What follows belongs to an exercise in optimizing a design on an open flow for small area, a short achievable clock period and few clock cycles; a production flow would make more cautious choices.
Where RTL was checked, it was by simulation tests only, not by an equivalence proof against the original.
No activity file was given, so power comes from the tool's default toggle rates.

Setup of v6:
## dot_core
module dot_core (
    input  wire        clk,
    input  wire        rst,           
    input  wire        op_valid,
    output wire        op_ready,
    input  wire [4:0]  op,
    input  wire [7:0]  arg_x,         
    input  wire [7:0]  arg_y,         
    input  wire        arg_state,
    input  wire [7:0]  arg_width,
    input  wire [7:0]  arg_height,
    input  wire [7:0]  arg_rows,      
    input  wire [7:0]  arg_addr,
    input  wire [7:0]  arg_data,
    input  wire [15:0] arg_level,     
    input  wire [7:0]  arg_button,
    input  wire [15:0] arg_fps,
    output wire        done,
    output reg         refused,
    output wire [31:0] result,
    output wire [7:0]  spr_addr,
    input  wire [7:0]  spr_data,
    input  wire        in_left,
    input  wire        in_right,
    input  wire [31:0] now_ms,
    output reg         din,
    output reg         sclk,
    output reg         cs_n
);
Size: about 2,300 cells after synthesis, about 270 flip-flops, about 17,000 sq um of cells after synthesis.
export LEC_CHECK = 0
export ABC_AREA = 1
export CAP_MARGIN = 20
export CORE_MARGIN = 2
export CORE_UTILIZATION = 55
export CTS_BUF_LIST = sky130_fd_sc_hd__clkbuf_8
export CTS_CLUSTER_SIZE = 20
export PLACE_DENSITY = 0.7
export SLEW_MARGIN = 75
create_clock -name core_clock -period 30.0 [get_ports {clk}]
standard.sh (not shown) runs the stock make flow with config.mk's settings and CLKGATE_MAP_FILE= SYNTH_SCRIPT=/design/flow/synth_recipe.tcl, a recipe that flattens the netlist after the stock synthesis.
==> flow/flow/run.sh <==
#!/bin/bash
# The standard layout, with a plain buffer cell on every input and output
# port in place of the delay cell that buffer_ports picks by default.
set -euo pipefail
export BUFFER_PORTS_ARGS="-buffer_cell sky130_fd_sc_hd__buf_1"
bash standard.sh > standard.log 2>&1
Testbench counts of v6, summed over its fixed seeds: cycles 110,563.
[inputs] v7 vs v6
-- flow/config.mk --
<<< v6, line 11
export CORE_UTILIZATION = 55
export CTS_BUF_LIST = sky130_fd_sc_hd__clkbuf_8
export CTS_CLUSTER_SIZE = 20
export PLACE_DENSITY = 0.7
export SLEW_MARGIN = 75
>>> v7, line 11
export CORE_UTILIZATION = 60
export CTS_BUF_LIST = sky130_fd_sc_hd__clkbuf_16
export CTS_CLUSTER_DIAMETER = 80
export CTS_CLUSTER_SIZE = 30
export PLACE_DENSITY = 0.75
export SLEW_MARGIN = 60
==> comparison <==
- Going from v6 to v7, the arrival time at the worst endpoint was found to have gone up by 20 ps.
- The final layout from v7, which completed every stage, passed the timing, DRC and antenna checks at the end of the flow.
- Delta (v7 minus v6): clock-buffer cell count went down by 42, final design utilization climbed 2.7 points, sum of routed wire length over all layers went down, clock-pin slew on the worst setup and hold paths has increased, combinational group share of total power climbed 2.0 points.
- now_ms[0] as the worst setup path startpoint was reported by v6, and spr_data[6] by v7.

* * *

dot_core, a different RTL version from the one above (not shown whole).
Size in the first run: about 2,400 cells after synthesis, about 280 flip-flops, ~17,000 um^2 of cells after synthesis.
Settings: LEC_CHECK=0, ABC_AREA=1, CAP_MARGIN=20, CORE_MARGIN=2, CORE_UTILIZATION=55, CTS_BUF_LIST=sky130_fd_sc_hd__clkbuf_16, CTS_CLUSTER_DIAMETER=80, CTS_CLUSTER_SIZE=24, PLACE_DENSITY=0.7, SLEW_MARGIN=75; clock period 30.0 ns.
Scripts as last shown in full above: flow/flow/run.sh
Rerun with:
--- a/flow/config.mk
+++ b/flow/config.mk
@@ -11 +11 @@
-export CORE_UTILIZATION = 55
+export CORE_UTILIZATION = 60
@@ -14,3 +14,3 @@
-export CTS_CLUSTER_SIZE = 24
-export PLACE_DENSITY = 0.7
-export SLEW_MARGIN = 75
+export CTS_CLUSTER_SIZE = 30
+export PLACE_DENSITY = 0.75
+export SLEW_MARGIN = 60
What happened:
- power is lower by 2.0%
- worst hold slack gains 0.0062 ns
- via count went up by 0.76%
- design area decreases by 2.5%
- critical path depth is unchanged
- sequential power is about the same
Function was not checked in any run of this note: the RTL went through the layout flow alone.

* * *

dot_core, a different RTL version from the one above (not shown whole).
Size in the first run: ~2300 cells after synthesis, roughly 190 I/O pins.
export LEC_CHECK = 0
export ABC_AREA = 1
export CAP_MARGIN = 20
export CORE_MARGIN = 2
export CORE_UTILIZATION = 65
export CTS_BUF_LIST = sky130_fd_sc_hd__clkbuf_16
export CTS_CLUSTER_DIAMETER = 80
export CTS_CLUSTER_SIZE = 30
export PLACE_DENSITY = 0.8
export SLEW_MARGIN = 70
create_clock -name core_clock -period 30.0 [get_ports {clk}]
Scripts as last shown in full above: flow/flow/run.sh
Testbench counts at the start, summed over its fixed seeds: cycles 109,762.
==> next run, changes <==
- CORE_UTILIZATION: 65 -> 55
- CTS_CLUSTER_SIZE: 30 -> 24
- PLACE_DENSITY: 0.8 -> 0.7
- SLEW_MARGIN: 70 -> 75
After rerunning: Synthesized cell count is unchanged; worst setup slack gains 0.050 ns; global-route usage came out lower by 4.6 points; count of clock-buffer cells in the layout goes up by 4; non-clock buffer count went up by 12; sequential cell count does not change; final area goes up by a few percent; via count came out lower slightly; wire length rises by a few percent; die area rose by about a fifth; maximum frequency rises slightly.
==> next run, changes <==
- CORE_UTILIZATION: 55 -> 60
- CTS_CLUSTER_SIZE: 24 -> 30
- PLACE_DENSITY: 0.7 -> 0.75
- SLEW_MARGIN: 75 -> 70
After rerunning:
- The new run passed the timing, DRC and antenna checks
- sequential power hardly moves
- power falls by 1.9%
- non-clock buffer count shrinks by 7
- setup slack gets worse by 0.0042 ns
- clock-buffer cell count shrinks by 2
- wire length falls by 2.2%
- die area fell by 8.1%
- cell count falls by about 0.9%
- design area goes down by about 1.5%
- global-route usage increases by 2.1 points
- hold slack improves by 0.0082 ns

* * *

Starting RTL as in the previous note.
// dot_core
module dot_core (
    input  wire        clk,
    input  wire        rst,           
    input  wire        op_valid,
    output wire        op_ready,
    input  wire [4:0]  op,
    input  wire [7:0]  arg_x,         
    input  wire [7:0]  arg_y,         
    input  wire        arg_state,
    input  wire [7:0]  arg_width,
    input  wire [7:0]  arg_height,
    input  wire [7:0]  arg_rows,      
    input  wire [7:0]  arg_addr,
    input  wire [7:0]  arg_data,
    input  wire [15:0] arg_level,     
    input  wire [7:0]  arg_button,
    input  wire [15:0] arg_fps,
    output wire        done,
    output reg         refused,
    output wire [31:0] result,
    output wire [7:0]  spr_addr,
    input  wire [7:0]  spr_data,
    input  wire        in_left,
    input  wire        in_right,
    input  wire [31:0] now_ms,
    output reg         din,
    output reg         sclk,
    output reg         cs_n
);
clock: 30.0 ns
lec_check: 0
abc_area: 1
cap_margin: 20
core_margin: 2
core_utilization: 60
cts_buf_list: sky130_fd_sc_hd__clkbuf_16
cts_cluster_diameter: 80
cts_cluster_size: 30
place_density: 0.75
slew_margin: 45
Scripts as last shown in full above: flow/flow/run.sh
Testbench counts at the start, summed over its fixed seeds: cycles 109,762.
Next try:
SLEW_MARGIN = 60   (was 45)
Die area is unchanged.
Global-route usage rose by 0.26 points.
Clock-buffer cell count is higher by 1.
Cell count hardly moves.
Next try:
CORE_UTILIZATION = 65   (was 60)
PLACE_DENSITY = 0.8   (was 0.75)
The changed run finished clean.
Total power came out lower by 1.9%.
Final area shrinks by 0.51%.
Cell count fell by 1.7%.
Combinational power barely changes.
Global-route usage increases by 2.7 points.
Die area drops by 7.5%.
Non-clock buffer count drops by 1.
Via count climbs by 1.2%.

==> re-timing with driven ports <==
Ports are ideal in the flow. The routed layouts listed here were re-timed in OpenROAD.
Step 1: set_driving_cell puts a clkbuf_16 on clk and a buf_2 on each other input, an assumption about the parent block.
Step 2 times the ports against the registers' clock, not the clock port: input delays grow and output delays shrink by t, the midpoint of the rising clock arrivals with the driver on.
Slacks: ideal / step 1 / step 2; pairs: ideal / step 1.
| run | t, ns | setup WS [ns] | worst hold slack (ns) | latest minus earliest clock arrival (ns) | pins driven straight from the clock port |
|---|---|---|---|---|---|
| v6 | 0.627 | 22.604 / 22.595 / 22.009 | 0.465 / 0.465 / 0.465 | 0.034 / 0.034 | 1 |
| v7 | 0.571 | 22.505 / 22.535 / 21.965 | 0.474 / 0.474 / 0.474 | 0.037 / 0.037 | 1 |
| the first run of note 2 | 0.576 | 22.456 / 22.401 / 22.150 | 0.459 / 0.459 / 0.459 | 0.027 / 0.027 | 1 |
| the second run of note 2 | 0.562 | 22.388 / 22.333 / 22.058 | 0.465 / 0.465 / 0.465 | 0.034 / 0.034 | 1 |
| the first run of note 3 | 0.548 | 22.556 / 22.580 / 22.032 | 0.470 / 0.470 / 0.470 | 0.018 / 0.018 | 1 |
| the second run of note 3 | 0.574 | 22.606 / 22.637 / 22.063 | 0.468 / 0.468 / 0.468 | 0.024 / 0.024 | 1 |
| the third run of note 3 | 0.575 | 22.601 / 22.610 / 22.060 | 0.476 / 0.476 / 0.476 | 0.026 / 0.027 | 1 |
| the first run of note 4 | 0.567 | 22.280 / 22.311 / 21.745 | 0.477 / 0.477 / 0.477 | 0.048 / 0.049 | 1 |
| the second run of note 4 | 0.565 | 22.450 / 22.487 / 21.922 | 0.467 / 0.467 / 0.467 | 0.020 / 0.020 | 1 |
| the third run of note 4 | 0.555 | 22.459 / 22.485 / 21.930 | 0.470 / 0.470 / 0.470 | 0.018 / 0.018 | 1 |
After both steps setup and hold are still met in every run listed. For v6, which loses most, drivers alone change the setup slack by -0.009 ns; drivers and shift together by -0.595 ns.
